What follows belongs to an exercise in optimizing a design on an open flow for small area, a short achievable clock period and few clock cycles per item; a production flow would make more cautious choices. In this exercise RTL edits were held to simulation tests only and were not proved equivalent to the original. No activity file was given, so power comes from the tool's default toggle rates.

File: flow/run.sh
#!/bin/bash
# synth_recipe.tcl (not shown) runs the flow's synth.tcl, then flattens the netlist and writes it again
# the make line also repeats each setting of config.mk as NAME=value (left out here)
make -C /OpenROAD-flow-scripts/flow DESIGN_CONFIG=/design/flow/config.mk WORK_HOME=/design/flow/orfs CLKGATE_MAP_FILE= SYNTH_SCRIPT=/design/flow/synth_recipe.tcl finish
File: flow/constraint.sdc
create_clock -name core_clock -period 5.0 [get_ports {clk}]
set_input_delay 1.0000 -clock core_clock [delete_from_list [all_inputs] [get_ports {clk}]]
set_output_delay 1.0000 -clock core_clock [all_outputs]
set_load 0.01 [all_outputs]
File: flow/design.v
module crsf_parser (
    input  wire       clk,
    input  wire       rst,         
    input  wire       in_valid,
    output wire       in_ready,
    input  wire [7:0] in_data,
    input  wire       in_last,     
    output wire       out_valid,
    input  wire       out_ready,
    output wire [7:0] out_data,
    output wire       out_last,    
    output wire       st_valid,
    output wire [7:0] st_aux,      
    output wire [5:0] st_level     
);
    localparam QD = 4;             
    function automatic [7:0] crc8_step(input [7:0] c, input [7:0] b);
        integer i;
        reg [7:0] v;
        begin
            v = c ^ b;
            for (i = 0; i < 8; i = i + 1)
                v = v[7] ? ((v << 1) ^ 8'hD5) : (v << 1);
            crc8_step = v;
        end
    endfunction
    function automatic is_sync(input [7:0] b);
        is_sync = (b == 8'hC8) || (b == 8'hEA) || (b == 8'hEC) || (b == 8'hEE);
    endfunction
    function automatic [7:0] sync_byte(input [1:0] code);
        sync_byte = {2'b11, code != 2'd0, 2'b01, code, 1'b0};
    endfunction
    reg  [7:0] mem [0:63];
    integer    mi;
    reg  [7:0] w_lo, w_hi;   
    reg        rdy;
    reg  [5:0] wptr;         
    reg  [5:0] cptr;         
    reg  [5:0] rptr;         
    reg  [5:0] lvl;          
    reg  [1:0] scode;        
    reg  [5:0] flen;         
    reg  [7:0] crc;          
    reg        bad;          
    reg        rew;          
    reg        s0, s1;       
    reg        sb, sc;       
    reg        c_open;
    reg        c_seen;
    reg        c_drop;
    reg  [QD-1:0] qv;        
    reg  [1:0] q_aux [0:QD-1];     
    reg  [5:0] o_nf;         
    reg  [5:0] st_nf;        
    reg  [5:0] q_lvl [0:QD-1];
    reg  [5:0] q_mrk [0:QD-1];
    reg        st_q;
    integer    qi;
    localparam K_SYNC = 2'd0, K_LEN = 2'd1, K_BODY = 2'd2;
    reg  [1:0] i_ph;         
    reg  [5:0] i_rem;        
    reg  [7:0] g [0:3];      
    reg  [1:0] gsel;
    reg        gv;           
    reg  [1:0] gk;           
    reg        gl;           
    reg        ov, sv;
    reg  [7:0] od, sd;
    reg        ol, sl;
    wire       in_take = in_valid && rdy;
    wire       x_sync  = is_sync(in_data);
    wire       x_lenok = (in_data >= 8'd2) && (in_data <= 8'd62);
    wire       x_ok    = (in_data == crc) && !bad;
    wire       lvl0    = s0;
    wire       lvl1    = s1;
    wire [5:0] wptr_p1 = wptr + 6'd1;
    wire       lvl_eq  = (lvl == flen);
    wire       adv_w   = (s1 && x_lenok) || sb || sc;
    wire [5:0] wptr_n  = adv_w ? wptr_p1 : wptr;
    wire [5:0] cptr_n  = (sc && x_ok) ? wptr_p1 : cptr;
    wire       n_s1    = (s0 || (s1 && !x_lenok)) && x_sync;
    wire       n_s0    = sc || ((s0 || (s1 && !x_lenok)) && !x_sync);
    wire       n_sb    = (s1 && x_lenok) || (sb && !lvl_eq);
    wire       n_sc    = sb && lvl_eq;
    wire [5:0] lvl_n   = (s1 && x_lenok) ? 6'd2 : sb ? lvl + 6'd1 :
                         n_s1 ? 6'd1 : 6'd0;
    wire       drop_n  = (s0 && !x_sync) || (s1 && !x_lenok) || (sc && !x_ok);
    wire       seen_n  = c_open ? (c_seen | x_sync) : (!lvl0 | x_sync);
    wire       cdrop_n = (c_open && c_drop) | drop_n;
    wire       push    = in_take && in_last;
    reg        push_d;       
    wire       q_has  = st_q ? qv[1] : qv[0];
    wire [5:0] q_hmrk = st_q ? q_mrk[1] : q_mrk[0];
    wire       q_at   = q_has && (rptr == q_hmrk) && (i_ph == 2'd0);
    wire       take   = ov && out_ready;
    wire       st_set = q_at && !gv && !sv && (!ov || out_ready);
    wire       q_at2  = (st_q ? qv[2] : qv[1]) && (rptr == (st_q ? q_mrk[2] : q_mrk[1]));
    wire       q_blk  = q_at && (gv || sv || (ov && !out_ready) || q_at2);
    wire       avail  = (i_ph != 2'd0) || ((rptr != cptr) && !q_blk);
    wire       room   = !ov || (!sv && !gv) || (out_ready && !(sv && gv));
    wire       issue  = avail && room;
    wire [7:0] rd     = g[gsel];
    wire [7:0] land   = (gk == K_SYNC) ? sync_byte(rd[7:6]) :
                        (gk == K_LEN)  ? {2'b00, rd[5:0]} : rd;
    wire [5:0] occ    = wptr - rptr;
    wire       q_ok1  = !qv[QD-2] || (!qv[QD-1] && (!push_d || st_q)) ||
                        (st_q && !push_d);
    wire       q_ok2  = !qv[QD-3] || (!qv[QD-2] && (!push_d || st_q)) ||
                        (!qv[QD-1] && st_q && !push_d);
    wire [QD-1:0] q_wr = st_q ? ({1'b0, qv[QD-1:1]} ^ qv) : (qv ^ {qv[QD-2:0], 1'b1});
    integer    gj, gk2;
    reg  [7:0] gt;
    reg  [15:0] rsel;        
    assign in_ready  = rdy;
    assign out_valid = ov;
    assign out_data  = od;
    assign out_last  = ol;
    assign st_valid  = st_q;
    assign st_aux    = {q_aux[0], st_nf};
    assign st_level  = q_lvl[0];
    always @(posedge clk) begin
        for (mi = 0; mi < 64; mi = mi + 1)
            if (rdy && w_hi[mi / 8] && w_lo[mi % 8])
                mem[mi] <= lvl1 ? {scode, in_data[5:0]} : in_data;
        for (gj = 0; gj < 4; gj = gj + 1) begin
            gt = 8'd0;
            for (gk2 = 0; gk2 < 16; gk2 = gk2 + 1)
                gt = gt | (mem[gj*16 + gk2] & {8{rsel[gk2]}});
            g[gj] <= gt;
        end
        gsel <= rptr[5:4];
        gk   <= i_ph;
        gl   <= (i_ph == K_BODY) && (i_rem == 6'd1);
        if (issue && i_ph == K_LEN)
            i_rem <= rd[5:0];
        else if (issue && i_ph == K_BODY)
            i_rem <= i_rem - 6'd1;
        if (take && sv) begin
            od <= sd;
            ol <= sl;
        end else if (!ov || take) begin
            od <= land;
            ol <= gl;
        end
        if (gv && ov && !(take && !sv)) begin
            sd <= land;
            sl <= gl;
        end
        if (in_take) begin
            if (lvl1) begin
                flen <= in_data[5:0];
                crc  <= 8'h00;
            end else
                crc  <= crc8_step(crc, in_data);
            if (lvl == 6'd2)
                bad <= (in_data >= 8'h28) && (flen < 6'd4);
            if (lvl0 || x_sync)
                scode <= in_data[2:1];
        end
        for (qi = 0; qi < QD; qi = qi + 1) begin
            if (st_q && qi < QD - 1) begin
                q_aux[qi] <= q_aux[qi+1];
                q_lvl[qi] <= q_lvl[qi+1];
                q_mrk[qi] <= q_mrk[qi+1];
            end
            if (push_d && q_wr[qi]) begin
                q_aux[qi] <= {~c_seen, c_drop};
                q_lvl[qi] <= lvl;
                q_mrk[qi] <= cptr;
            end
        end
        if (rst) begin
            rdy    <= 1'b0;
            wptr   <= 6'd0;
            rew    <= 1'b0;
            w_lo   <= 8'd1;
            w_hi   <= 8'd1;
            cptr   <= 6'd0;
            rptr   <= 6'd0;
            rsel   <= 16'd1;
            lvl    <= 6'd0;
            s0     <= 1'b1;
            s1     <= 1'b0;
            sb     <= 1'b0;
            sc     <= 1'b0;
            c_open <= 1'b0;
            push_d <= 1'b0;
            o_nf   <= 6'd0;
            qv     <= {QD{1'b0}};
            st_q   <= 1'b0;
            ov     <= 1'b0;
            sv     <= 1'b0;
            gv     <= 1'b0;
            i_ph   <= 2'd0;
        end else begin
            push_d <= push;
            rdy <= (in_take ? (occ <= 6'd61) : (occ <= 6'd62)) &&
                   (push ? q_ok2 : q_ok1);
            rew <= in_take && sc && !x_ok;
            if (rew) begin
                wptr <= cptr;
                w_lo <= 8'd1 << cptr[2:0];
                w_hi <= 8'd1 << cptr[5:3];
            end else if (in_take && adv_w) begin
                w_lo <= {w_lo[6:0], w_lo[7]};
                if (w_lo[7])
                    w_hi <= {w_hi[6:0], w_hi[7]};
            end
            if (rew)
                wptr <= cptr;
            else if (in_take)
                wptr <= wptr_n;
            if (in_take) begin
                cptr <= cptr_n;
                lvl  <= lvl_n;
                s0   <= n_s0;
                s1   <= n_s1;
                sb   <= n_sb;
                sc   <= n_sc;
                c_open <= !in_last;
                c_seen <= seen_n;
                c_drop <= cdrop_n;
            end
            qv   <= (st_q ? {1'b0, qv[QD-1:1]} : qv) | (push_d ? q_wr : {QD{1'b0}});
            st_q <= st_set;
            gv <= issue;
            if (st_set)
                st_nf <= st_q ? 6'd0 : o_nf;
            if (st_q)
                o_nf <= {5'd0, (gv && gk == K_SYNC) || (issue && i_ph == K_SYNC)};
            else if (issue && i_ph == K_SYNC && o_nf != 6'd63)
                o_nf <= o_nf + 6'd1;
            if (issue) begin
                if (i_ph != K_SYNC) begin
                    rptr <= rptr + 6'd1;
                    rsel <= {rsel[14:0], rsel[15]};
                end
                i_ph <= (i_ph == K_SYNC) ? K_LEN :
                        (i_ph == K_LEN)  ? K_BODY :
                        (i_rem == 6'd1)  ? K_SYNC : K_BODY;
            end
            if (take && sv)
                sv <= gv;
            else if (!ov || take)
                ov <= gv;
            else if (gv)
                sv <= 1'b1;
        end
    end
endmodule
File: flow/config.mk
export PLATFORM = sky130hd
export DESIGN_NAME = crsf_parser
export DESIGN_NICKNAME = crsf_parser
export VERILOG_FILES = /design/flow/design.v
export SDC_FILE = /design/flow/constraint.sdc
export NUM_CORES = 4
export LEC_CHECK = 0
export CAP_MARGIN = 20
export CORE_MARGIN = 2
export CORE_UTILIZATION = 45
export CTS_BUF_LIST = sky130_fd_sc_hd__clkbuf_8 sky130_fd_sc_hd__clkbuf_16
export CTS_CLUSTER_DIAMETER = 300
export CTS_CLUSTER_SIZE = 28
export SETUP_SLACK_MARGIN = 2.8
export SLEW_MARGIN = 20
export TNS_END_PERCENT = 100
==> summary.txt, run 1 <==
Status
  – Status: timing/DRC/antenna clean

Timing
  – RSZ-0062 raised after global routing: yes
  – Final min period: around 2.2 ns
  – Setup slack after layout: around 2.8 ns
  – Tcrit/Tclk final: 0.448
  – Worst-Margin Slew: 0.830 ns
  – Setup TNS Final: 0 ns
  – Final Hold Viols: 0
  – Endpoints failing setup: 0
  – Hold Worst Slack: roughly 0.46 ns
  – Final Max Tran Viols: 0
  – Max Clock Freq: ~0.45 GHz
  – Max-Slew Margin vs Limit: 0.446
  – Final setup skew: around 0.031 ns

Pwr
  – LEAKAGE: just over 10 nW
  – PD cells: between 300 and 400 mW/mm^2
  – VDD IR max: ~0.00023 V

Placed design
  – Detail Placement HPWL: between 40 and 50 mm
  – Routability cong.: 0.800
  – Placed cell count: around 2.6k
  – Post-Place Worst Slack: roughly 1.1 ns
  – Buffers on Ports: 38

Synthesis
  – Top cells by count, synth: edfxtp_1 (605), a221oi_1 (130), dfxtp_1 (129), a22o_1 (128), clkbuf_1 (109)
  – Compound-Gate Fraction of Synth Area: 0.112
  – Sequential element share of the synthesized area: 0.741
  – Syn Area/Cell: approximately 16 um^2
  – Synthesized cell area: roughly 0.028 mm^2
  – Count leader, synth: edfxtp_1
  – Syn_nets: about 1.8k
  – Yosys cell types: 63
  – Mapped Cells: 1799
  – Cell taking the most area after synthesis: edfxtp_1
  – Post-synth top area share: 0.649
  – Post-Synth Simple-Gate Area: 0.0647
  – Seq cells post-synth: 734
  – Main area contributors after synthesis: edfxtp_1 (65%), dfxtp_1 (9.2%), a221oi_1 (4.1%)
  – Post-Synth XOR/XNOR Area: 0.0256
  – Mux share of post-synthesis cell area: 0.0295
  – Synth Area in Adders: 0.00692
  – Ys async rst share: 0
  – Post-synth EDFFs: 605
  – Most used flip-flop cell after synthesis: edfxtp_1
  – Largest family of logic cells by synthesized area: compound AO/OA/AOI/OAI gates
  – Synth warn: 6

Worst setup path
  – R2R Setup Slk: 2.84 ns
  – Setup crit start kind: flip-flop
  – Slowest CP cell: dfxtp_4
  – Worst path cell trace: buf_12 > buf_6
  – Crit Path Max Fanout: 2
  – R2R depth: 4
  – CP Class: flip-flop to primary output
  – CP Data Required Time: 4.00 ns
  – Critical Path Source: rdy
  – Worst reg2reg path endpoint: g[2][5]
  – R2R Path Start: rsel[15]
  – Critical Path AT: 1.24 ns
  – Critical path endpoint category: primary output
  – Max stage delay on crit path: between 0.3 and 0.4 ns

Final layout
  – Share of layout cells above drive strength 1: 0.142
  – Ant. Diodes: 0
  – Final Util: 0.503
  – Nets@finish: approximately 1.8k
  – Post-Layout Cell Count: 2679
  – Fill cells: 5088
  – Layout area overhead: 10.6%

Floorplan
  – Die Wd: roughly 250 um
  – Die Span Y: between 200 and 300 um
  – Initial cell density of the core: 0.455
  – Die ar.: about 0.064 mm^2
  – Core Rows: 91
  – Io pins: 39
  – Core area: 0.0616 mm^2

Global routing
  – Initial antenna violation count: 0
  – GRT Overall Usage: 0.227
  – Largest net degree at the start of global routing: a little under 70
  – Vias in the first global route: around 16k
  – Grt ovf: 0
  – First-pass GRT wire length: ~110 mm

Clock tree
  – Sink Count: roughly 730
  – CTS max path bufs: 3
  – CTS H-tree depth: 1
  – Clock Latency Late Sink: between 0.6 and 0.7 ns
  – Root Driver: clkbuf_16
  – CTS tree: yes
  – Hold_buf cts: 0
  – Clock Pin Slew Worst Setup and Hold Paths: about 0.12 ns
  – TritonCTS Buffers: 30

Route
  – Vias per cell: between 6 and 7
  – Drt drc: 0
  – Final wirelength: approximately 73 mm
  – Antenna Violating Nets Remaining: 0
  – Initial DRC count: approximately 1.7k
  – Via Count: between 15k and 20k
  – Average wire per standard cell: 27.4 um
  – 1st-pass router iterations: 5

Worst hold path
  – Hold path cells: 0
  – Hold path start: gl
  – Worst Hold Endpoint: sl
  – HP Class: flip-flop to flip-flop

Run
  – MaxCap Viol Count: 0
-- layout make-up --
class / count / area (um^2) / share of cell area
clock buffer: 30 / 751 / 0.0242
clock inverter: 24 / 129 / 0.00416
inverter: 26 / 113 / 0.00364
multi-input combinational: 919 / 7090 / 0.229
sequential: 734 / 20800 / 0.671
tap: 837 / 1050 / 0.0338
timing repair buffer: 108 / 1070 / 0.0345
timing repair inverter: 1 / 5.00 / 0.000162
-- layer usage --
layer	share of wire	track usage	vias to the layer above	wire, um
met3	0.066	0.0246	87	4850
met5	0	0	-	0
met1	0.43	0.329	8464	31600
li1	-	-	7135	-
met4	0.021	0.0536	0	1540
met2	0.48	0.370	580	35400
-- how the worst max path moves through the flow --
stage                          end
after floorplan            w_hi[7]
after global placement     w_hi[7]
after detailed placement   w_hi[5]
after CTS                 in_ready
after global routing      in_ready
final                     in_ready
-- worst max-delay path: cells and delay by family (launching register included) --
family | cells | cell delay [ns]
buffers and inverters | 2 | 0.23
DFF | 1 | 0.37
-- per-stage QoR --
stage	instance area (um^2)	total power, mW
2_1_floorplan	28200	8.15
3_3_place_gp	29300	8.63
3_5_place_dp	29300	8.67
4_1_cts	30700	11.6
5_1_grt	31000	12.0
6_report	31000	11.6
-- placed cells by master (no fill, tap or decap), drive strengths merged, types with 3 or more instances in the layout --
master | netlist | final
or3 | 4 | 4
nor4 | 5 | 5
ha | 13 | 13
clkinvlp | 0 | 3
edfxtp | 605 | 605
nand3b | 4 | 4
xnor2 | 56 | 56
a21oi | 52 | 52
dfxtp | 129 | 129
mux2i | 24 | 24
nand2 | 79 | 79
a221oi | 130 | 130
or4 | 3 | 3
or2 | 5 | 5
bufbuf | 0 | 3
nand3 | 15 | 15
nor2b | 17 | 17
mux2 | 36 | 36
buf | 10 | 100
a31oi | 4 | 4
nor3 | 15 | 15
a22o | 128 | 128
nand2b | 4 | 4
mux4 | 8 | 8
nor2 | 88 | 88
a21o | 3 | 3
xor2 | 26 | 26
and3 | 72 | 72
and2 | 3 | 3
inv | 26 | 46
clkbuf | 110 | 33
a211oi | 27 | 27
o21ai | 34 | 34
nand4 | 40 | 40
-- kinds of logic after synthesis --
family          count (synthesis)
compound gates                396
xor+xnor                       82
fa+ha+maj                      15
buf+inv                       146
flops                         734
mux                            68
simple gates                  358
-- flip-flops by register name, indices dropped and copies added (netlist names), 8 cells and up --
signal	flops
crc	8
q_mrk	24
q_lvl	24
q_aux	8
g	32
mem	512
rsel	16
sd	8
w_lo	8
od	8
w_hi	8
-- power by group --
group | internal [mW] | switching [mW]
logic | 0.690 | 0.903
registers | 6.89 | 0.156
clock network | 1.12 | 1.84
-- what timing repair did --
action	in CTS	in global routing
endpoints found under the setup margin	303	74
pin swaps	12	10
resized for setup	187	47
gates cloned	4	3
setup buffers	26	8
Testbench counts, summed over its fixed seeds: cycles 52,887, bytes 52,098.
==> run 2: changes to the inputs <==
--- a/flow/config.mk
+++ b/flow/config.mk
@@ -5,9 +5,10 @@
 export SDC_FILE = /design/flow/constraint.sdc
 export NUM_CORES = 4
 export LEC_CHECK = 0
+export ABC_CLOCK_PERIOD_IN_PS = 2200
 export CAP_MARGIN = 20
 export CORE_MARGIN = 2
-export CORE_UTILIZATION = 45
+export CORE_UTILIZATION = 40
 export CTS_BUF_LIST = sky130_fd_sc_hd__clkbuf_8 sky130_fd_sc_hd__clkbuf_16
 export CTS_CLUSTER_DIAMETER = 300
 export CTS_CLUSTER_SIZE = 28
==> run 2 against run 1 <==
  * First-iteration DRC count down 5.8%
  * Clock power about the same
  * Clock skew down 0.0050 ns
  * Sequential power about the same
  * Hold slack worse by 0.015 ns
  * Non-clock buffer count down 13
  * Combinational power down 3%
  * Total power down 0.42%
  * Sequential cell count unchanged
  * Cell area down 0.64%
  * Largest power group unchanged
==> summary.txt, run 2 <==
Status
  – Status: timing/DRC/antenna clean

Timing
  – Setup TNS Final: 0 ns
  – Final min period: about 2.2 ns
  – Max-Slew Margin vs Limit: 0.459
  – Final Max Tran Viols: 0
  – Final Hold Viols: 0
  – Hold Worst Slack: 0.447 ns
  – RSZ-0062 raised after global routing: yes
  – Worst-Margin Slew: between 0.8 and 0.9 ns
  – Endpoints failing setup: 0
  – Final setup skew: roughly 0.026 ns
  – Tcrit/Tclk final: 0.443
  – Setup slack after layout: around 2.8 ns
  – Max Clock Freq: 0.451 GHz

Synthesis
  – Largest family of logic cells by synthesized area: compound AO/OA/AOI/OAI gates
  – Syn Area/Cell: between 15 and 20 um^2
  – Mapped Cells: between 1.5k and 2k
  – Count leader, synth: edfxtp_1
  – Synthesized cell area: between 0.02 and 0.03 mm^2
  – Sequential element share of the synthesized area: 0.741
  – Yosys cell types: 63
  – Synth warn: 6
  – Post-Synth Simple-Gate Area: 0.0647
  – Ys async rst share: 0
  – Cell taking the most area after synthesis: edfxtp_1
  – Post-Synth XOR/XNOR Area: 0.0256
  – Post-synth EDFFs: a little over 600
  – Mux share of post-synthesis cell area: 0.0295
  – Post-synth top area share: 0.649
  – Synth Area in Adders: 0.00692
  – Most used flip-flop cell after synthesis: edfxtp_1
  – Compound-Gate Fraction of Synth Area: 0.112
  – Seq cells post-synth: roughly 730
  – Top cells by count, synth: edfxtp_1 (605), a221oi_1 (130), dfxtp_1 (129), a22o_1 (128), clkbuf_1 (109)
  – Main area contributors after synthesis: edfxtp_1 (65%), dfxtp_1 (9.2%), a221oi_1 (4.1%)
  – Syn_nets: 1826

Final layout
  – Cell area after layout: between 0.03 and 0.04 mm^2
  – Layout area overhead: 9.88%
  – Nets@finish: around 1.8k
  – Biggest register: mem
  – Share of layout cells above drive strength 1: 0.134
  – Leading cell type in the layout, fill and taps excluded: edfxtp_1
  – Post-Layout Cell Count: around 2.8k
  – Most frequent cells in the layout: edfxtp_1 (605), a221oi_1 (129), a22o_1 (128)
  – Final Util: 0.442
  – Ant. Diodes: 0
  – Largest register FFs: just over 500
  – Largest registers: mem x512, g x32

Worst setup path
  – Crit Path Max Fanout: 2
  – Setup crit start kind: flip-flop
  – R2R Path Start: rsel[4]
  – Worst reg2reg path endpoint: g[2][2]
  – Critical path endpoint category: primary output
  – Critical Path AT: ~1.2 ns
  – R2R depth: 4
  – CP Class: flip-flop to primary output
  – CP Data Required Time: roughly 4.0 ns
  – R2R Setup Slk: ~2.8 ns

Global routing
  – First-pass GRT wire length: between 100 and 150 mm
  – Initial antenna violation count: 5
  – GRT Overall Usage: 0.200
  – Vias in the first global route: 15.8k
  – Largest net degree at the start of global routing: a little under 70
  – Grt ovf: 0

Route
  – Via Count: around 16k
  – 1st-pass router iterations: 5
  – Vias per cell: 5.89
  – Final wirelength: ~73 mm
  – Drt drc: 0
  – Initial DRC count: 1634
  – Antenna Violating Nets Remaining: 0
  – Average wire per standard cell: between 20 and 30 um

Worst hold path
  – Hold path start: rptr[4]
  – Hold path cells: 0
  – Worst Hold Endpoint: gsel[0]
  – HP Class: flip-flop to flip-flop

Placed design
  – Placed cell count: 2685
  – Area after DPL: 0.0294 mm^2
  – Buffers on Ports: 38
  – Post-Place Worst Slack: around 1.3 ns
  – Detail Placement HPWL: 43.1 mm
  – Routability cong.: between 0.8 and 0.9

Clock tree
  – TritonCTS Buffers: 30
  – Clock Latency Late Sink: between 0.6 and 0.7 ns
  – Root Driver: clkbuf_16
  – Hold_buf cts: 0
  – Clock Pin Slew Worst Setup and Hold Paths: approximately 0.11 ns
  – CTS max path bufs: 3
  – CTS tree: yes
  – Sink Count: approximately 730
  – CTS H-tree depth: 1

Pwr
  – LEAKAGE: around 10 nW
  – PD cells: 376 mW/mm^2
  – Final Total Pwr: around 12 mW
  – VDD IR max: 0.000257 V

Floorplan
  – Die Span Y: 269 um
  – Die ar.: 0.0722 mm^2
  – Die Wd: 269 um
  – Initial cell density of the core: 0.402
  – Core area: about 0.07 mm^2
  – Io pins: 39
  – Core Rows: 97

Run
  – MaxCap Viol Count: 0
[run 2: layout make-up]
class,instances,area (um^2)
Fill cell,6155,38900
Sequential cell,734,20800
Multi-Input combinational cell,921,7060
Tap cell,940,1180
Timing Repair Buffer,95,776
Clock buffer,30,751
Clock inverter,25,133
Inverter,26,113
Timing Repair inverter,1,5.00
[run 2: where the power goes]
| group | total, mW | internal (mW) | switching, mW | leakage, nW |
|---|---|---|---|---|
| clock | 2.96 | 1.12 | 1.84 | 0.511 |
| sequential | 7.04 | 6.89 | 0.149 | 6.50 |
| combinational | 1.55 | 0.652 | 0.903 | 2.97 |
| total | 11.6 | 8.66 | 2.89 | 9.98 |
[run 2: cells by family after synthesis]
logic type               count (synthesis)
AND/OR/NAND/NOR                        358
AO/OA/AOI/OAI                          396
buffers and inverters                  146
XOR/XNOR                                82
multiplexers                            68
adder cells (fa/ha/maj)                 15
flip-flops                             734
[run 2: worst max-delay path by stage]
stage,slack (ns),to,start,depth (start not counted)
after floorplan,2.54,w_hi[7],in_data[3],8
after global placement,1.38,w_hi[7],in_data[7],9
after detailed placement,1.34,w_hi[1],in_data[7],9
after CTS,2.66,in_ready,rdy,1
after global routing,2.74,st_valid,st_q,2
final,2.78,st_valid,st_q,2
[run 2: timing repair]
action,CTS,global route
gates resized for setup,170,32
buffers inserted,22,6
pin swaps,6,16
cloned,2,2
endpoints found under the setup margin,344,85
[run 2: per-layer routing]
layer / up-vias / GRT usage / wire (um)
li1: 7107 / - / -
met1: 8479 / 0.281 / 30900
met2: 654 / 0.335 / 35700
met3: 86 / 0.0206 / 4800
met4: 0 / 0.0461 / 1580
met5: - / 0 / 0
[run 2: worst max-delay path: stages (launching register included)]
cell and delay (ns):
dfxtp_4 0.37, buf_6 0.11, buf_6 0.11
==> run 3: changes to the inputs <==
==> flow/config.mk (replaced) <==
export PLATFORM = sky130hd
export DESIGN_NAME = crsf_parser
export DESIGN_NICKNAME = crsf_parser
export VERILOG_FILES = /design/flow/design.v
export SDC_FILE = /design/flow/constraint.sdc
export NUM_CORES = 4
export LEC_CHECK = 0
export CAP_MARGIN = 20
export CORE_MARGIN = 2
export CORE_UTILIZATION = 40
export CTS_BUF_LIST = sky130_fd_sc_hd__clkbuf_8 sky130_fd_sc_hd__clkbuf_16
export CTS_CLUSTER_DIAMETER = 250
export CTS_CLUSTER_SIZE = 24
export SETUP_SLACK_MARGIN = 2.8
export SLEW_MARGIN = 20
export TNS_END_PERCENT = 100
==> run 3 against run 2 <==
  * Sequential power is essentially flat
  * Fmax increased by 0.30%
  * Combinational power rose by 3%
  * Global-route usage rose by 0.24 points
  * Synthesized cell count unchanged
  * Sequential cell count stayed put
  * Sequential share of layout area decreased by 0.45 points
  * Cell count up 0.40%
  * Cell area up 0.67%
  * Still clean on timing, DRC and antenna
  * Clock skew shrank 0.0058 ns
==> summary.txt, run 3 <==
Placed design
  – Detail Placement HPWL: roughly 43 mm
  – Area after DPL: 0.0294 mm^2
  – Routability cong.: roughly 0.8
  – Buffers on Ports: 38
  – Placed cell count: roughly 2.7k

Timing
  – Final setup skew: between 0.02 and 0.025 ns
  – Tcrit/Tclk final: 0.442
  – Setup TNS Final: 0 ns
  – Final Hold Viols: 0
  – Endpoints failing setup: 0
  – Max-Slew Margin vs Limit: 0.479
  – Worst-Margin Slew: approximately 0.78 ns
  – RSZ-0062 raised after global routing: yes
  – Final min period: around 2.2 ns
  – Hold Worst Slack: 0.457 ns
  – Final Max Tran Viols: 0
  – Max Clock Freq: ~0.45 GHz

Worst setup path
  – Slowest CP cell: dfxtp_4
  – Critical path endpoint category: primary output
  – Max stage delay on crit path: around 0.37 ns
  – CP Data Required Time: 4.00 ns
  – Worst path cell trace: buf_4 > buf_2
  – R2R depth: 11
  – Cell count along the critical path: 2
  – Critical Path AT: 1.21 ns
  – Crit Path Max Fanout: 3
  – R2R Setup Slk: 2.79 ns
  – CP Class: flip-flop to primary output
  – CP delay by family, top: flip-flops
  – Worst path bufs/invs: 2
  – Setup crit start kind: flip-flop

Final layout
  – Post-Layout Cell Count: about 2.8k
  – Ant. Diodes: 0
  – Largest register FFs: between 500 and 600
  – Fill cells: between 6k and 7k
  – Cell area after layout: 0.0310 mm^2
  – Most frequent cells in the layout: edfxtp_1 (605), a221oi_1 (129), a22o_1 (128)
  – Largest registers: mem x512, g x32
  – Share of layout cells above drive strength 1: 0.137
  – Nets@finish: between 1.5k and 2k
  – Leading cell type in the layout, fill and taps excluded: edfxtp_1
  – Biggest register: mem
  – Layout area overhead: 10.6%

Synthesis
  – Synth Area in Adders: 0.00692
  – Mux share of post-synthesis cell area: 0.0295
  – Main area contributors after synthesis: edfxtp_1 (65%), dfxtp_1 (9.2%), a221oi_1 (4.1%)
  – Syn Area/Cell: between 15 and 20 um^2
  – Yosys cell types: 63
  – Synth warn: 6
  – Post-synth top area share: 0.649
  – Ys async rst share: 0
  – Compound-Gate Fraction of Synth Area: 0.112
  – Top cells by count, synth: edfxtp_1 (605), a221oi_1 (130), dfxtp_1 (129), a22o_1 (128), clkbuf_1 (109)
  – Post-Synth Simple-Gate Area: 0.0647
  – Most used flip-flop cell after synthesis: edfxtp_1
  – Largest family of logic cells by synthesized area: compound AO/OA/AOI/OAI gates
  – Post-Synth XOR/XNOR Area: 0.0256
  – Synthesized cell area: 0.0280 mm^2
  – Post-synth EDFFs: slightly above 600
  – Sequential element share of the synthesized area: 0.741
  – Cell taking the most area after synthesis: edfxtp_1
  – Count leader, synth: edfxtp_1
  – Seq cells post-synth: around 730
  – Mapped Cells: between 1.5k and 2k
  – Syn_nets: about 1.8k

Route
  – Initial DRC count: 1617
  – Vias per cell: 5.84
  – Via Count: approximately 16k
  – Drt drc: 0
  – Antenna Violating Nets Remaining: 0
  – Average wire per standard cell: between 20 and 30 um
  – Final wirelength: roughly 73 mm
  – 1st-pass router iterations: 5

Clock tree
  – CTS tree: yes
  – Root Driver: clkbuf_16
  – TritonCTS Buffers: 36
  – CTS max path bufs: 3
  – Clock Pin Slew Worst Setup and Hold Paths: 0.10 ns
  – Hold_buf cts: 0
  – Clock Latency Late Sink: about 0.60 ns
  – Sink Count: 734
  – CTS H-tree depth: 2

Pwr
  – Final Total Pwr: 11.9 mW
  – VDD IR max: 0.000233 V
  – LEAKAGE: 10.1 nW
  – PD cells: between 300 and 400 mW/mm^2

Global routing
  – Grt ovf: 0
  – Initial antenna violation count: 3
  – Largest net degree at the start of global routing: between 60 and 70
  – First-pass GRT wire length: between 100 and 150 mm
  – GRT Overall Usage: 0.202
  – Vias in the first global route: 15.9k

Floorplan
  – Die Wd: around 270 um
  – Initial cell density of the core: 0.402
  – Core area: about 0.07 mm^2
  – Die Span Y: 269 um
  – Die ar.: around 0.072 mm^2
  – Io pins: 39
  – Core Rows: 97

Worst hold path
  – HP Class: flip-flop to flip-flop
  – Hold path cells: 0

Status
  – Status: timing/DRC/antenna clean

Run
  – MaxCap Viol Count: 0
-- run 3: cell count changes in the layout (fill, tap and decap cells not counted), moves of 3 or more --
cell / before / now
clkbuf_16: 30 / 37
inv_1: 46 / 49
buf_2: 32 / 28
buf_4: 42 / 45
-- run 3: cell type report --
type	count	area, um^2	area share
Inverter	26	113	0.00363
Timing Repair Buffer	97	807	0.0260
Clock buffer	36	901	0.0291
Multi-Input combinational cell	920	7080	0.228
Sequential cell	734	20800	0.670
Timing Repair inverter	1	5.00	0.000162
Clock inverter	29	134	0.00432
Tap cell	940	1180	0.0380
-- run 3: final timing paths --
kind / startpoint / endpoint
worst max-delay path: st_q / st_valid
worst min-delay path: rptr[4] / gsel[0]
worst max register to register: st_q / o_nf[4]
worst min register to register: rptr[4] / gsel[0]
-- run 3: worst reg2reg max path, cell delays in order, from the launching register on --
cell	delay [ns]
dfxtp_4	0.38
buf_6	0.12
buf_12	0.14
mux2i_4	0.28
xnor2_2	0.11
nor3_2	0.27
a31oi_4	0.15
buf_6	0.15
buf_6	0.10
o211ai_1	0.19
xor2_1	0.16
nor2_1	0.06
-- run 3: cells by family (layout without fill, tap and decap cells) --
kind of cell,count (synthesis),in the layout
AOI/OAI and AO/OA,396,396
xor gates and xnor gates,82,82
adders and majority gates,15,15
buffers and inverters,146,189
DFF,734,734
muxes,68,68
and+or+nand+nor,358,359
-- run 3: stage by stage --
stage,setup slack [ns],util
6_report,2.79,0.445
5_1_grt,2.72,0.445
4_1_cts,2.72,0.440
3_5_place_dp,1.34,0.422
3_3_place_gp,1.38,0.422
2_1_floorplan,2.54,-
-- run 3: what timing repair did --
action                     4_1_cts  5_1_grt
pin swaps                        4       20
setup endpoints to repair      344      105
setup buffers                   20       10
gates resized for setup        155       56
cloned                           0        3
-- run 3: power breakdown --
group / switching, mW / internal (mW)
logic: 0.912 / 0.674
registers: 0.154 / 6.89
clock network: 1.90 / 1.34
total: 2.96 / 8.91
-- run 3: metal layers --
metal	vias up	global-route usage	part of all wire
met5	-	0	0
met4	0	0.0512	0.024
met3	97	0.0279	0.059
met2	558	0.337	0.49
met1	8467	0.280	0.43
li1	7130	-	-
==> run 4: changes to the inputs <==
==> flow/config.mk (replaced) <==
export PLATFORM = sky130hd
export DESIGN_NAME = crsf_parser
export DESIGN_NICKNAME = crsf_parser
export VERILOG_FILES = /design/flow/design.v
export SDC_FILE = /design/flow/constraint.sdc
export NUM_CORES = 4
export LEC_CHECK = 0
export CAP_MARGIN = 20
export CORE_MARGIN = 2
export CORE_UTILIZATION = 45
export CTS_BUF_LIST = sky130_fd_sc_hd__clkbuf_16
export CTS_CLUSTER_DIAMETER = 300
export CTS_CLUSTER_SIZE = 30
export SETUP_SLACK_MARGIN = 2.8
export SLEW_MARGIN = 20
export TNS_END_PERCENT = 100
==> run 4 against run 3 <==
  * Clock power is 12% lower
  * Setup slack got worse by 0.015 ns
  * Still clean
  * Synthesized cell count stayed put
  * Clock-buffer cell count shrank 8
  * First-iteration DRC count is 11% higher
  * Critical path depth unchanged
  * Fmax is 0.66% lower
==> summary.txt, run 4 <==
Synthesis
  – Syn_nets: around 1.8k
  – Sequential element share of the synthesized area: 0.741
  – Main area contributors after synthesis: edfxtp_1 (65%), dfxtp_1 (9.2%), a221oi_1 (4.1%)
  – Syn Area/Cell: around 16 um^2
  – Post-synth top area share: 0.649
  – Mapped Cells: ~1.8k
  – Synth warn: 6
  – Seq cells post-synth: about 730
  – Top cells by count, synth: edfxtp_1 (605), a221oi_1 (130), dfxtp_1 (129), a22o_1 (128), clkbuf_1 (109)
  – Ys async rst share: 0
  – Synthesized cell area: 0.0280 mm^2
  – Most used flip-flop cell after synthesis: edfxtp_1
  – Yosys cell types: 63
  – Cell taking the most area after synthesis: edfxtp_1
  – Count leader, synth: edfxtp_1
  – Post-synth EDFFs: between 600 and 700

Worst setup path
  – Worst path cell trace: buf_12 > buf_6
  – Worst reg2reg path endpoint: g[2][5]
  – Setup crit start kind: flip-flop
  – Critical path endpoint category: primary output
  – Crit Path Max Fanout: 2
  – Critical Path AT: ~1.2 ns
  – Max stage delay on crit path: between 0.3 and 0.4 ns
  – CP Class: flip-flop to primary output
  – CP Data Required Time: approximately 4.0 ns
  – R2R Path Start: rsel[15]
  – R2R Setup Slk: 2.82 ns
  – R2R depth: 4
  – Slowest CP cell: dfxtp_4

Floorplan
  – Die Span Y: around 250 um
  – Die ar.: about 0.064 mm^2
  – Core area: 0.0616 mm^2
  – Initial cell density of the core: 0.455
  – Io pins: 39
  – Die Wd: between 200 and 300 um
  – Core Rows: about 90

Pwr
  – PD cells: between 300 and 400 mW/mm^2
  – VDD IR max: between 0.0002 and 0.00025 V
  – LEAKAGE: 9.99 nW

Timing
  – Hold Worst Slack: about 0.47 ns
  – Worst-Margin Slew: 0.855 ns
  – RSZ-0062 raised after global routing: yes
  – Final setup skew: between 0.02 and 0.03 ns
  – Max-Slew Margin vs Limit: 0.429
  – Final Max Tran Viols: 0
  – Max Clock Freq: around 0.45 GHz
  – Final Hold Viols: 0
  – Setup TNS Final: 0 ns
  – Tcrit/Tclk final: 0.445
  – Setup slack after layout: 2.77 ns
  – Final min period: 2.23 ns
  – Endpoints failing setup: 0

Placed design
  – Buffers on Ports: 38
  – Routability cong.: 0.800
  – Post-Place Worst Slack: ~1.1 ns
  – Detail Placement HPWL: about 42 mm

Route
  – Drt drc: 0
  – Initial DRC count: around 1.8k
  – Met3 wire length: 5.12 mm
  – Via Count: between 15k and 20k
  – Antenna Violating Nets Remaining: 0
  – DR top layer: met4
  – DR WL met2: roughly 35 mm
  – Vias per cell: between 6 and 7
  – Final wirelength: around 73 mm
  – Average wire per standard cell: roughly 27 um
  – Met1 Routed Length: ~31 mm
  – 1st-pass router iterations: 7

Worst hold path
  – Hold path cells: 0
  – Hold path start: gl
  – Worst Hold Endpoint: sl
  – HP Class: flip-flop to flip-flop

Final layout
  – Fill cells: around 5.1k
  – Largest registers: mem x512, g x32
  – Leading cell type in the layout, fill and taps excluded: edfxtp_1
  – Layout area overhead: 9.27%
  – Final Util: 0.497
  – Biggest register: mem
  – Share of layout cells above drive strength 1: 0.131
  – Most frequent cells in the layout: edfxtp_1 (605), a221oi_1 (130), a22o_1 (128)
  – Largest register FFs: 512
  – Ant. Diodes: 0
  – Nets@finish: 1833

Clock tree
  – Clock Pin Slew Worst Setup and Hold Paths: approximately 0.12 ns
  – Root Driver: clkbuf_16
  – Sink Count: 734
  – Hold_buf cts: 0
  – CTS H-tree depth: 1
  – CTS max path bufs: 3
  – Clock Latency Late Sink: between 0.6 and 0.7 ns
  – CTS tree: yes
  – TritonCTS Buffers: 28

Run
  – MaxCap Viol Count: 0

Global routing
  – Initial antenna violation count: 0
  – Vias in the first global route: about 16k
  – Largest net degree at the start of global routing: 69
  – First-pass GRT wire length: around 110 mm
  – Grt ovf: 0
  – GRT Overall Usage: 0.224

Status
  – Status: timing/DRC/antenna clean
run 4: changes by cell type in the layout (fill, tap and decap cells not counted), sizes merged:
cell and change:
clkbuf -11, inv -5, bufbuf +2, buf -1
run 4: final cells by class:
class / instances / area (um^2) / area share
clock buffer: 28 / 701 / 0.0229
clock inverter: 24 / 115 / 0.00376
timing repair inverter: 1 / 5.00 / 0.000164
timing repair buffer: 95 / 845 / 0.0276
tap: 837 / 1050 / 0.0342
inverter: 26 / 113 / 0.00368
sequential: 734 / 20800 / 0.679
multi-input combinational: 920 / 7010 / 0.229
run 4: through the flow:
stage	cells	power (mW)	cell area [um^2]
final	2665	11.5	30600
after global routing	2665	11.8	30600
after CTS	2659	11.5	30400
after detailed placement	2584	8.67	29300
after global placement	2584	8.63	29300
after floorplan	1799	8.15	28200
run 4: kinds of logic after synthesis:
kind of cell / synth area share
adder cells (fa/ha/maj): 0.00692
multiplexers: 0.0295
AO/OA/AOI/OAI: 0.112
AND/OR/NAND/NOR: 0.0647
buffers and inverters: 0.0208
XOR/XNOR: 0.0256
flip-flops: 0.741
run 4: worst max-delay path by stage:
stage	cells after the start	slack, ns	startpoint	to
after floorplan	8	2.54	in_data[3]	w_hi[7]
after global placement	9	1.28	in_data[1]	w_hi[7]
after detailed placement	9	1.12	in_data[1]	w_hi[5]
after CTS	2	2.74	rdy	in_ready
after global routing	2	2.72	rdy	in_ready
final	2	2.77	rdy	in_ready
run 4: power breakdown:
| group | internal (mW) | switching [mW] |
|---|---|---|
| Clock | 1.05 | 1.81 |
| Combinational | 0.665 | 0.906 |
| Sequential | 6.89 | 0.142 |
| Total | 8.61 | 2.85 |
run 4: critical path, delay by kind of cell (launching register included):
family,cells,cell delay [ns]
DFF,1,0.37
buffers and inverters,2,0.23
run 4: layer usage:
| metal | GRT usage | up-vias |
|---|---|---|
| met4 | 0.0521 | 0 |
| met2 | 0.366 | 591 |
| met1 | 0.323 | 8261 |
| met5 | 0 | - |
| met3 | 0.0252 | 84 |
| li1 | - | 7103 |
run 4: repair_timing:
| action | 4_1_cts | 5_1_grt |
|---|---|---|
| setup buffers | 21 | 2 |
| pin swaps | 6 | 7 |
| endpoints found under the setup margin | 300 | 60 |
| gates cloned | 2 | 4 |
| gates resized for setup | 172 | 41 |
==> run 5: changes to the inputs <==
--- a/flow/config.mk
+++ b/flow/config.mk
@@ -10,7 +10,7 @@
 export CORE_UTILIZATION = 45
 export CTS_BUF_LIST = sky130_fd_sc_hd__clkbuf_16
 export CTS_CLUSTER_DIAMETER = 300
-export CTS_CLUSTER_SIZE = 30
-export SETUP_SLACK_MARGIN = 2.8
+export CTS_CLUSTER_SIZE = 26
+export SETUP_SLACK_MARGIN = 2.86
 export SLEW_MARGIN = 20
 export TNS_END_PERCENT = 100
==> run 5 against run 4 <==
  * Global-route usage grew 0.34 points
  * Cell count grew 0.41%
  * Sequential share of layout area shrank 0.75 points
  * Critical path type unchanged
==> summary.txt, run 5 <==
Floorplan
  – Die Wd: ~250 um
  – Core Rows: between 90 and 100
  – Die Span Y: 253 um
  – Initial cell density of the core: 0.455
  – Io pins: 39
  – Die ar.: 0.0643 mm^2
  – Core area: around 0.062 mm^2

Worst setup path
  – Critical path endpoint category: primary output
  – R2R Setup Slk: between 2 and 3 ns
  – R2R depth: 9
  – Setup crit start kind: flip-flop
  – Worst reg2reg path endpoint: o_nf[5]
  – R2R Path Start: st_q
  – Crit Path Max Fanout: 5
  – CP delay by family, top: flip-flops
  – CP Class: flip-flop to primary output
  – Worst path cell trace: buf_12 > buf_6
  – Critical Path Source: st_q
  – Worst path bufs/invs: 2
  – Max stage delay on crit path: approximately 0.38 ns
  – Critical Path AT: 1.22 ns
  – CP Data Required Time: 4.00 ns
  – Slowest CP cell: dfxtp_4

Clock tree
  – Root Driver: clkbuf_16
  – Hold_buf cts: 0
  – CTS H-tree depth: 2
  – CTS tree: yes
  – CTS max path bufs: 3
  – Sink Count: 734
  – Clock Latency Late Sink: roughly 0.59 ns
  – Clock Pin Slew Worst Setup and Hold Paths: ~0.10 ns
  – TritonCTS Buffers: 34

Run
  – MaxCap Viol Count: 0

Final layout
  – Post-Layout Cell Count: between 2k and 3k
  – Fill cells: ~5.0k
  – Multi-input gate area: ~0.0071 mm^2
  – Nets@finish: ~1.8k
  – Largest register FFs: ~510
  – Layout area overhead: 10.5%
  – Reg area: 0.0208 mm^2
  – Most frequent cells in the layout: edfxtp_1 (605), a22o_1 (128), a221oi_1 (127)
  – Leading cell type in the layout, fill and taps excluded: edfxtp_1
  – Share of layout cells above drive strength 1: 0.144
  – Biggest register: mem
  – Largest registers: mem x512, g x32

Worst hold path
  – Hold path cells: 0
  – HP Class: flip-flop to flip-flop
  – Worst Hold Endpoint: sl
  – Hold path start: gl

Timing
  – Final min period: around 2.2 ns
  – Final setup skew: about 0.029 ns
  – Worst-Margin Slew: about 0.79 ns
  – Setup slack after layout: roughly 2.8 ns
  – Final Max Tran Viols: 0
  – Final Hold Viols: 0
  – Endpoints failing setup: 0
  – Max Clock Freq: approximately 0.45 GHz
  – Max-Slew Margin vs Limit: 0.471
  – Setup TNS Final: 0 ns
  – Tcrit/Tclk final: 0.444
  – RSZ-0062 raised after global routing: yes

Route
  – Final wirelength: 72.8 mm
  – Average wire per standard cell: roughly 27 um
  – Antenna Violating Nets Remaining: 0
  – 1st-pass router iterations: 5
  – Initial DRC count: 1677
  – Vias per cell: 6.07
  – Via Count: ~16k
  – Drt drc: 0

Synthesis
  – Mapped Cells: about 1.8k
  – Syn Area/Cell: about 16 um^2
  – Yosys cell types: between 60 and 70
  – Cell taking the most area after synthesis: edfxtp_1
  – Syn_nets: roughly 1.8k
  – Ys async rst share: 0
  – Post-synth top area share: 0.649
  – Most used flip-flop cell after synthesis: edfxtp_1
  – Synthesized cell area: around 0.028 mm^2
  – Main area contributors after synthesis: edfxtp_1 (65%), dfxtp_1 (9.2%), a221oi_1 (4.1%)
  – Top cells by count, synth: edfxtp_1 (605), a221oi_1 (130), dfxtp_1 (129), a22o_1 (128), clkbuf_1 (109)
  – Synth warn: 6
  – Post-synth EDFFs: just over 600
  – Sequential element share of the synthesized area: 0.741
  – Seq cells post-synth: approximately 730
  – Count leader, synth: edfxtp_1

Placed design
  – Post-Place Worst Slack: between 1 and 1.5 ns
  – Buffers on Ports: 38
  – Routability cong.: between 0.7 and 0.8
  – Detail Placement HPWL: around 43 mm
  – Placed cell count: 2584

Status
  – Status: timing/DRC/antenna clean

Global routing
  – Largest net degree at the start of global routing: 68
  – First-pass GRT wire length: 107 mm
  – GRT Overall Usage: 0.227
  – Initial antenna violation count: 3
  – Vias in the first global route: roughly 16k
  – Grt ovf: 0

Pwr
  – PD cells: 384 mW/mm^2
  – LEAKAGE: approximately 10 nW
  – VDD IR max: 0.000290 V
run 5: cell counts after synthesis:
Identical to the previous run, type by type.
run 5: cells by family (layout without fill, tap and decap cells):
group	count (synthesis)	count (layout)	share of synthesized area
adders and majority gates	15	15	0.00692
other	0	2	0
and+or+nand+nor	358	358	0.0647
AOI/OAI and AO/OA	396	397	0.112
DFF	734	734	0.741
xor gates and xnor gates	82	82	0.0256
muxes	68	68	0.0295
buffers and inverters	146	183	0.0208
run 5: worst register-to-register path: stages (launching register included):
cell     delay [ns]
dfxtp_4        0.39
buf_12         0.12
buf_12         0.15
mux2i_4        0.27
xnor2_2        0.14
nor3_2         0.08
a31oi_4        0.24
o21ai_4        0.10
or4_4          0.49
a21oi_2        0.12
run 5: timing repair:
action                                  in CTS  in global routing
endpoints found under the hold margin        0                  0
pin swaps                                   11                 11
resized for setup                          177                 55
endpoints found under the setup margin     303                110
gates cloned                                 3                  1
buffers inserted                            18                  8
run 5: worst max-delay path by stage:
stage	to	cells after the start
after floorplan	w_hi[7]	8
after global placement	w_hi[7]	9
after detailed placement	w_hi[3]	9
after CTS	st_valid	2
after global routing	st_valid	2
final	st_valid	2
run 5: final cells by class:
cell class              instances  share of cell area
flip-flops and latches        734               0.671
clock inverters                25             0.00372
diodes                          2            0.000162
multi-input cells             920               0.231
clock buffers                  35              0.0283
well taps                     837              0.0338
repair buffers                 96              0.0283
inverters                      26             0.00364
repair inverters                1            0.000162
run 5: power by group:
part	total, mW	internal (mW)	switching (mW)
clock	3.19	1.30	1.89
sequential	7.06	6.89	0.169
combinational	1.62	0.718	0.900
run 5: layer usage:
layer | vias up | share of wire | GRT usage
li1 | 7128 | - | -
met1 | 8386 | 0.42 | 0.324
met2 | 634 | 0.49 | 0.372
met3 | 85 | 0.069 | 0.0322
met4 | 0 | 0.020 | 0.0504
met5 | - | 0 | 0
run 5: per-stage QoR:
stage                     hold slack, ns  instance area (um^2)   util  power [mW]
after detailed placement           0.438                 29300  0.476        8.70
after CTS                          0.461                 30600  0.497        11.8
final                              0.457                 31000  0.503        11.9
after floorplan                    0.326                 28200      -        8.19
after global routing               0.469                 31000  0.502        12.3
after global placement             0.431                 29300  0.476        8.68
==> run 6: changes to the inputs <==
--- a/flow/config.mk
+++ b/flow/config.mk
@@ -11,6 +11,6 @@
 export CTS_BUF_LIST = sky130_fd_sc_hd__clkbuf_16
 export CTS_CLUSTER_DIAMETER = 300
 export CTS_CLUSTER_SIZE = 26
-export SETUP_SLACK_MARGIN = 2.86
+export SETUP_SLACK_MARGIN = 2.8
 export SLEW_MARGIN = 20
 export TNS_END_PERCENT = 100
==> run 6 against run 5 <==
  * Hold slack gained 0.0041 ns
  * Global-route usage is essentially flat
  * Largest cell class unchanged
  * Clock skew shrank 0.00072 ns
  * Total power shrank 0.44%
  * Critical path type unchanged
  * Synthesized cell count is the same
  * Still clean on timing, DRC and antenna
  * Clock-buffer cell count is the same
==> summary.txt, run 6 <==
Worst setup path
  – Worst path cell trace: buf_12 > buf_6
  – Critical Path AT: 1.19 ns
  – CP Data Required Time: 4.00 ns
  – Max stage delay on crit path: 0.37 ns
  – CP delay by family, top: flip-flops
  – Worst path bufs/invs: 2
  – Crit Path Max Fanout: 2
  – CP Class: flip-flop to primary output
  – Setup crit start kind: flip-flop
  – Critical path endpoint category: primary output
  – Slowest CP cell: dfxtp_4

Run
  – MaxCap Viol Count: 0

Final layout
  – Most frequent cells in the layout: edfxtp_1 (605), a221oi_1 (130), a22o_1 (128)
  – Largest registers: mem x512, g x32
  – Fill cells: slightly above 5k
  – Layout area overhead: 10.5%
  – Final Util: 0.502
  – Nets@finish: roughly 1.8k
  – Biggest register: mem
  – Leading cell type in the layout, fill and taps excluded: edfxtp_1
  – Cell area after layout: around 0.031 mm^2
  – Ant. Diodes: 0
  – Multi-input gate area: between 0.007 and 0.008 mm^2
  – Post-Layout Cell Count: 2678
  – Largest register FFs: between 500 and 600
  – Share of layout cells above drive strength 1: 0.143
  – Reg area: between 0.02 and 0.025 mm^2

Clock tree
  – Clock Pin Slew Worst Setup and Hold Paths: between 0.1 and 0.15 ns
  – CTS H-tree depth: 2
  – Hold_buf cts: 0
  – CTS max path bufs: 3
  – CTS tree: yes
  – Sink Count: 734
  – Root Driver: clkbuf_16
  – Clock Latency Late Sink: between 0.5 and 0.6 ns
  – TritonCTS Buffers: 34

Synthesis
  – Top cells by count, synth: edfxtp_1 (605), a221oi_1 (130), dfxtp_1 (129), a22o_1 (128), clkbuf_1 (109)
  – Synthesized cell area: 0.0280 mm^2
  – Seq cells post-synth: roughly 730
  – Syn_nets: between 1.5k and 2k
  – Most used flip-flop cell after synthesis: edfxtp_1
  – Synth warn: 6
  – Yosys cell types: 63
  – Count leader, synth: edfxtp_1
  – Main area contributors after synthesis: edfxtp_1 (65%), dfxtp_1 (9.2%), a221oi_1 (4.1%)
  – Mapped Cells: between 1.5k and 2k
  – Cell taking the most area after synthesis: edfxtp_1
  – Syn Area/Cell: around 16 um^2
  – Sequential element share of the synthesized area: 0.741
  – Post-synth top area share: 0.649
  – Ys async rst share: 0
  – Post-synth EDFFs: between 600 and 700

Floorplan
  – Core Rows: 91
  – Core area: around 0.062 mm^2
  – Die ar.: ~0.064 mm^2
  – Die Wd: around 250 um
  – Io pins: 39
  – Initial cell density of the core: 0.455
  – Die Span Y: around 250 um

Route
  – Average wire per standard cell: about 27 um
  – Antenna Violating Nets Remaining: 0
  – 1st-pass router iterations: 5
  – Vias per cell: 6.04
  – Via Count: ~16k
  – Drt drc: 0
  – Final wirelength: around 73 mm
  – Initial DRC count: roughly 1.9k

Timing
  – Setup TNS Final: 0 ns
  – Final min period: roughly 2.2 ns
  – Setup slack after layout: 2.81 ns
  – Final Max Tran Viols: 0
  – Endpoints failing setup: 0
  – Final Hold Viols: 0
  – Tcrit/Tclk final: 0.438
  – Max-Slew Margin vs Limit: 0.419
  – RSZ-0062 raised after global routing: yes
  – Hold Worst Slack: 0.461 ns
  – Final setup skew: about 0.028 ns
  – Max Clock Freq: approximately 0.46 GHz
  – Worst-Margin Slew: 0.870 ns

Pwr
  – VDD IR max: 0.000254 V
  – Final Total Pwr: 11.8 mW
  – PD cells: about 380 mW/mm^2
  – LEAKAGE: slightly above 10 nW

Status
  – Status: timing/DRC/antenna clean

Global routing
  – Met2 usage: 0.367
  – Grt ovf: 0
  – GR peak layer: met2
  – Initial antenna violation count: 1
  – GRT Overall Usage: 0.228
  – First-pass GRT wire length: 107 mm
  – Largest net degree at the start of global routing: 69
  – GRT met3 Usage: 0.0306
  – Vias in the first global route: between 15k and 20k
  – Met1 usage: 0.326

Placed design
  – Routability cong.: roughly 0.80
  – Detail Placement HPWL: between 40 and 50 mm
  – Placed cell count: ~2.6k
  – Buffers on Ports: 38
  – Area after DPL: just under 0.03 mm^2
  – Post-Place Worst Slack: 1.12 ns

Worst hold path
  – HP Class: flip-flop to flip-flop
==> run 6: repair_timing <==
action | CTS | global route
endpoints found under the setup margin | 303 | 67
pin swaps | 7 | 12
cloned | 3 | 3
setup buffers | 23 | 7
gates resized for setup | 172 | 57
==> run 6: final timing paths <==
kind | start | to | slack (ns) | cells past startpoint
worst max-delay path | rdy | in_ready | 2.81 | 2
worst min-delay path | gl | sl | 0.46 | 0
worst max register to register | rsel[15] | g[2][5] | 2.87 | 4
worst min register to register | gl | sl | 0.46 | 0
==> run 6: layout make-up <==
type                       count  share of cell area
timing repair inverter         1            0.000162
inverter                      26             0.00364
sequential                   734               0.671
clock inverter                23             0.00348
multi-input combinational    919               0.229
tap                          837              0.0338
clock buffer                  35              0.0283
timing repair buffer         103              0.0308
==> run 6: logic make-up after synthesis <==
family,synth area share
buffers and inverters,0.0208
flip-flops,0.741
AND/OR/NAND/NOR,0.0647
multiplexers,0.0295
AO/OA/AOI/OAI,0.112
adder cells (fa/ha/maj),0.00692
XOR/XNOR,0.0256
==> run 6: routing by layer <==
metal | wire [um] | vias to the layer above
met5 | 0 | -
met4 | 1910 | 0
met3 | 4870 | 110
met2 | 35000 | 623
met1 | 31700 | 8334
li1 | - | 7120
==> run 6: report_power, final <==
group	switching (mW)	internal (mW)	total, mW
Clock	1.87	1.30	3.17
Combinational	0.911	0.695	1.61
Sequential	0.152	6.89	7.05
Total	2.93	8.89	11.8
==> run 7: changes to the inputs <==
--- a/flow/config.mk
+++ b/flow/config.mk
@@ -7,7 +7,7 @@
 export LEC_CHECK = 0
 export CAP_MARGIN = 20
 export CORE_MARGIN = 2
-export CORE_UTILIZATION = 45
+export CORE_UTILIZATION = 50
 export CTS_BUF_LIST = sky130_fd_sc_hd__clkbuf_16
 export CTS_CLUSTER_DIAMETER = 300
 export CTS_CLUSTER_SIZE = 26
==> run 7 against run 6 <==
  * First-iteration DRC count increased by 2.0%
  * Sequential power about the same
  * Still clean on timing, DRC and antenna
  * Clock power about the same
==> summary.txt, run 7 <==
Placed design
  – Routability cong.: around 0.79
  – Buffers on Ports: 38
  – Area after DPL: about 0.029 mm^2
  – Detail Placement HPWL: about 43 mm
  – Placed cell count: between 2k and 2.5k

Worst setup path
  – Worst path cell trace: buf_6 > buf_6
  – R2R Setup Slk: 2.82 ns
  – CP Data Required Time: around 4.0 ns
  – Max stage delay on crit path: 0.39 ns
  – R2R depth: 9
  – Critical path endpoint category: primary output
  – Critical Path AT: 1.20 ns
  – Worst reg2reg path endpoint: o_nf[5]
  – Crit Path Max Fanout: 4
  – R2R Path Start: st_q
  – CP Class: flip-flop to primary output
  – Most numerous cell on the critical path: buf_6
  – Setup crit start kind: flip-flop
  – Slowest CP cell: dfxtp_4

Pwr
  – VDD IR max: around 0.00041 V
  – PD cells: roughly 380 mW/mm^2
  – LEAKAGE: ~10 nW

Synthesis
  – Compound-Gate Fraction of Synth Area: 0.112
  – Post-Synth Simple-Gate Area: 0.0647
  – Mux share of post-synthesis cell area: 0.0295
  – Most used flip-flop cell after synthesis: edfxtp_1
  – Post-Synth XOR/XNOR Area: 0.0256
  – Mapped Cells: 1799
  – Ys async rst share: 0
  – Sequential element share of the synthesized area: 0.741
  – Syn_nets: roughly 1.8k
  – Syn Area/Cell: 15.6 um^2
  – Largest family of logic cells by synthesized area: compound AO/OA/AOI/OAI gates
  – Post-synth top area share: 0.649
  – Main area contributors after synthesis: edfxtp_1 (65%), dfxtp_1 (9.2%), a221oi_1 (4.1%)
  – Top cells by count, synth: edfxtp_1 (605), a221oi_1 (130), dfxtp_1 (129), a22o_1 (128), clkbuf_1 (109)
  – Post-synth EDFFs: between 600 and 700
  – Synthesized cell area: ~0.028 mm^2
  – Synth warn: 6
  – Cell taking the most area after synthesis: edfxtp_1
  – Count leader, synth: edfxtp_1
  – Yosys cell types: 63
  – Synth Area in Adders: 0.00692
  – Seq cells post-synth: about 730

Timing
  – Final min period: about 2.2 ns
  – RSZ-0062 raised after global routing: yes
  – Tcrit/Tclk final: 0.440
  – Max Clock Freq: roughly 0.45 GHz
  – Final Hold Viols: 0
  – Final Max Tran Viols: 0
  – Setup TNS Final: 0 ns
  – Worst-Margin Slew: about 0.95 ns
  – Endpoints failing setup: 0
  – Final setup skew: between 0.02 and 0.03 ns
  – Max-Slew Margin vs Limit: 0.368

Clock tree
  – Clock Pin Slew Worst Setup and Hold Paths: 0.10 ns
  – CTS tree: yes
  – TritonCTS Buffers: 34
  – Hold_buf cts: 0
  – Sink Count: around 730
  – Root Driver: clkbuf_16
  – Clock Latency Late Sink: 0.58 ns
  – CTS max path bufs: 3
  – CTS H-tree depth: 2

Route
  – Met3 wire length: 5.74 mm
  – Drt drc: 0
  – Final wirelength: 73.3 mm
  – DR top layer: met4
  – Antenna Violating Nets Remaining: 0
  – Initial DRC count: about 2k
  – 1st-pass router iterations: 5
  – Via Count: 16.3k
  – Vias per cell: approximately 6.3
  – DR WL met2: between 30 and 40 mm
  – Met1 Routed Length: 31.3 mm
  – Average wire per standard cell: 28.3 um

Final layout
  – Post-Layout Cell Count: between 2k and 3k
  – Fill cells: 4349
  – Share of layout cells above drive strength 1: 0.144
  – Largest register FFs: around 500
  – Most frequent cells in the layout: edfxtp_1 (605), a22o_1 (128), a221oi_1 (127)
  – Layout area overhead: 10.1%
  – Biggest register: mem
  – Ant. Diodes: 0
  – Cell area after layout: just over 0.03 mm^2
  – Leading cell type in the layout, fill and taps excluded: edfxtp_1
  – Largest registers: mem x512, g x32
  – Nets@finish: approximately 1.8k

Floorplan
  – Core Rows: 86
  – Die Span Y: around 240 um
  – Initial cell density of the core: 0.507
  – Die Wd: 241 um
  – Core area: between 0.05 and 0.06 mm^2
  – Die ar.: between 0.05 and 0.06 mm^2
  – Io pins: 39

Run
  – MaxCap Viol Count: 0

Global routing
  – Grt ovf: 0
  – Initial antenna violation count: 4
  – First-pass GRT wire length: approximately 110 mm
  – GRT Overall Usage: 0.253
  – Largest net degree at the start of global routing: between 60 and 70
  – Vias in the first global route: around 16k

Worst hold path
  – Hold path cells: 0
  – Worst Hold Endpoint: sl
  – Hold path start: gl
  – HP Class: flip-flop to flip-flop

Status
  – Status: timing/DRC/antenna clean
==> run 7: changes by cell type in the layout (fill, tap and decap cells not counted), sizes merged <==
cell / change
buf: +2
bufbuf: -3
clkbuf: +2
clkdlybuf4s15: -1
dlygate4sd2: -1
dlymetal6s2s: +1
inv: +3
==> run 7: worst max-delay path by stage <==
stage,start,end,slack (ns)
final,st_q,st_valid,2.80
after global routing,st_q,o_nf[1],2.73
after CTS,rdy,in_ready,2.71
after detailed placement,in_data[7],w_lo[0],1.28
after global placement,in_data[7],w_lo[0],1.36
after floorplan,in_data[3],w_hi[7],2.54
==> run 7: cells by family (layout without fill, tap and decap cells) <==
group | after synthesis | after routing
DFF | 734 | 734
AOI/OAI and AO/OA | 396 | 396
and+or+nand+nor | 358 | 358
buffers and inverters | 146 | 191
xor gates and xnor gates | 82 | 82
muxes | 68 | 68
adders and majority gates | 15 | 15
==> run 7: report_power, final <==
group          leakage, nW  switching, mW  total [mW]  internal [mW]
combinational         3.07          0.889        1.56          0.676
sequential            6.50          0.170        7.06           6.89
clock                0.573           1.86        3.17           1.30
total                 10.1           2.92        11.8           8.87
==> run 7: cell type report <==
class	count	area [um^2]	share of cell area
Tap cell	748	936	0.0303
Clock buffer	35	876	0.0284
Multi-Input combinational cell	919	7110	0.231
Timing Repair inverter	1	5.00	0.000162
Sequential cell	734	20800	0.673
Clock inverter	26	119	0.00385
Inverter	26	113	0.00365
Timing Repair Buffer	103	918	0.0298
==> run 7: repair_timing <==
| item | in CTS | in global routing |
|---|---|---|
| setup endpoints to repair | 239 | 65 |
| pin swaps | 9 | 12 |
| cloned | 1 | 3 |
| endpoints found under the hold margin | 0 | 0 |
| setup buffers | 21 | 10 |
| resized for setup | 167 | 68 |
==> run 7: per-layer routing <==
metal  global-route usage  up-vias
li1                     -     7122
met1                0.367     8345
met2                0.399      684
met3               0.0420      102
met4               0.0696        0
met5                    0        -
==> run 7: worst max-delay path: cells and delay by family, from the launching register on <==
family	cells	cell delay (ns)
buffers and inverters	2	0.24
DFF	1	0.39
==> run 7: through the flow <==
stage / setup slack (ns) / hold WS (ns) / power [mW] / util
global route: 2.73 / 0.489 / 12.2 / 0.559
floorplan: 2.54 / 0.326 / 8.15 / -
detailed placement: 1.28 / 0.441 / 8.66 / 0.528
CTS: 2.71 / 0.467 / 11.8 / 0.551
finish: 2.80 / 0.466 / 11.8 / 0.559
global placement: 1.36 / 0.423 / 8.63 / 0.528
==> run 8: changes to the inputs <==
--- a/flow/config.mk
+++ b/flow/config.mk
@@ -7,7 +7,7 @@
 export LEC_CHECK = 0
 export CAP_MARGIN = 20
 export CORE_MARGIN = 2
-export CORE_UTILIZATION = 50
+export CORE_UTILIZATION = 42
 export CTS_BUF_LIST = sky130_fd_sc_hd__clkbuf_16
 export CTS_CLUSTER_DIAMETER = 300
 export CTS_CLUSTER_SIZE = 26
==> run 8 against run 7 <==
  * Global-route usage decreased by 4.8 points
  * Sequential share of layout area about the same
  * Sequential power hardly changed
  * Cell count increased by 4.1%
  * Fmax is 1.1% higher
  * Wire length fell by 2.0%
  * Largest cell class unchanged
==> summary.txt, run 8 <==
Synthesis
  – Main area contributors after synthesis: edfxtp_1 (65%), dfxtp_1 (9.2%), a221oi_1 (4.1%)
  – Ys async rst share: 0
  – Seq cells post-synth: between 700 and 800
  – Count leader, synth: edfxtp_1
  – Post-synth EDFFs: between 600 and 700
  – Mapped Cells: between 1.5k and 2k
  – Cell taking the most area after synthesis: edfxtp_1
  – Top cells by count, synth: edfxtp_1 (605), a221oi_1 (130), dfxtp_1 (129), a22o_1 (128), clkbuf_1 (109)
  – Synth warn: 6
  – Most used flip-flop cell after synthesis: edfxtp_1
  – Synthesized cell area: approximately 0.028 mm^2
  – Sequential element share of the synthesized area: 0.741
  – Post-synth top area share: 0.649
  – Syn Area/Cell: 15.6 um^2

Final layout
  – Layout area overhead: 10.1%
  – Most frequent cells in the layout: edfxtp_1 (605), a221oi_1 (129), a22o_1 (128)
  – Ant. Diodes: 0
  – Biggest register: mem
  – Post-Layout Cell Count: between 2k and 3k
  – Largest registers: mem x512, g x32
  – Largest register FFs: around 500
  – Share of layout cells above drive strength 1: 0.135
  – Nets@finish: between 1.5k and 2k
  – Leading cell type in the layout, fill and taps excluded: edfxtp_1

Route
  – Initial DRC count: approximately 1.5k
  – 1st-pass router iterations: 5
  – Antenna Violating Nets Remaining: 0
  – Drt drc: 0
  – Via Count: ~16k
  – Vias per cell: slightly below 6

Clock tree
  – Root Driver: clkbuf_16
  – CTS tree: yes
  – Clock Pin Slew Worst Setup and Hold Paths: approximately 0.10 ns
  – TritonCTS Buffers: 34
  – CTS max path bufs: 3
  – Hold_buf cts: 0
  – Clock Latency Late Sink: slightly below 0.6 ns
  – Sink Count: between 700 and 800

Timing
  – Final setup skew: 0.0340 ns
  – Final min period: 2.18 ns
  – Setup slack after layout: roughly 2.8 ns
  – Max-Slew Margin vs Limit: 0.378
  – Final Max Tran Viols: 0
  – Final Hold Viols: 0
  – RSZ-0062 raised after global routing: yes
  – Setup TNS Final: 0 ns
  – Worst-Margin Slew: slightly above 0.9 ns
  – Max Clock Freq: roughly 0.46 GHz
  – Tcrit/Tclk final: 0.435
  – Endpoints failing setup: 0

Global routing
  – Grt ovf: 0
  – Largest net degree at the start of global routing: 68
  – Initial antenna violation count: 0
  – First-pass GRT wire length: roughly 110 mm

Placed design
  – Routability cong.: about 0.8
  – Detail Placement HPWL: roughly 43 mm

Pwr
  – LEAKAGE: between 10 and 15 nW
  – VDD IR max: roughly 0.00023 V
  – PD cells: 381 mW/mm^2

Worst setup path
  – Critical path endpoint category: primary output
  – R2R Setup Slk: around 2.9 ns
  – CP Class: flip-flop to primary output
  – Critical Path AT: about 1.2 ns
  – CP Data Required Time: about 4 ns

Status
  – Status: timing/DRC/antenna clean

Floorplan
  – Die ar.: 0.0688 mm^2
  – Io pins: 39
  – Initial cell density of the core: 0.425
  – Core Rows: 94
  – Die Wd: around 260 um
  – Die Span Y: ~260 um
-- run 8: cell counts after synthesis --
Identical to the previous run, type by type.
-- run 8: final timing paths --
| kind | from | endpoint | cells after the start |
|---|---|---|---|
| hold reg to reg | gl | sl | 0 |
| hold / removal | gl | sl | 0 |
| setup reg to reg | rsel[3] | g[3][6] | 4 |
| setup / recovery | rdy | in_ready | 2 |
-- run 8: layout make-up --
class | instances | area [um^2]
multi-input combinational | 919 | 7040
sequential | 734 | 20800
clock buffer | 35 | 876
timing repair inverter | 1 | 5.00
clock inverter | 26 | 119
fill | 5720 | 35000
inverter | 26 | 113
timing repair buffer | 92 | 830
tap | 864 | 1080
-- run 8: metal layers --
layer | share of wire | global-route usage
met1 | 0.43 | 0.290
met2 | 0.48 | 0.335
met3 | 0.066 | 0.0283
met4 | 0.019 | 0.0505
met5 | 0 | 0
-- run 8: timing repair --
item	CTS	global route
pin swaps	8	9
gates resized for setup	160	60
cloned	2	2
setup buffers	17	2
setup endpoints to repair	269	106
-- run 8: kinds of logic after synthesis --
logic type / count (synthesis) / share of synthesized area
flops: 734 / 0.741
compound gates: 396 / 0.112
simple gates: 358 / 0.0647
buf+inv: 146 / 0.0208
xor+xnor: 82 / 0.0256
mux: 68 / 0.0295
fa+ha+maj: 15 / 0.00692
-- run 8: metrics by stage --
| step | hold slack, ns | utilization | total power [mW] | area, um^2 |
|---|---|---|---|---|
| after floorplan | 0.326 | - | 8.15 | 28200 |
| after global placement | 0.433 | 0.445 | 8.63 | 29300 |
| after detailed placement | 0.444 | 0.445 | 8.65 | 29300 |
| after CTS | 0.470 | 0.464 | 11.7 | 30600 |
| after global routing | 0.489 | 0.468 | 12.2 | 30800 |
| final | 0.457 | 0.468 | 11.8 | 30800 |
-- run 8: power by group --
group	total (mW)	leakage, nW	switching, mW	internal [mW]
sequential	7.04	6.50	0.146	6.89
combinational	1.55	3.01	0.883	0.665
clock	3.17	0.573	1.86	1.30
-- run 8: critical path, stage by stage (launching register included) --
cell and delay, ns:
dfxtp_4 0.36, buf_12 0.12, buf_6 0.11
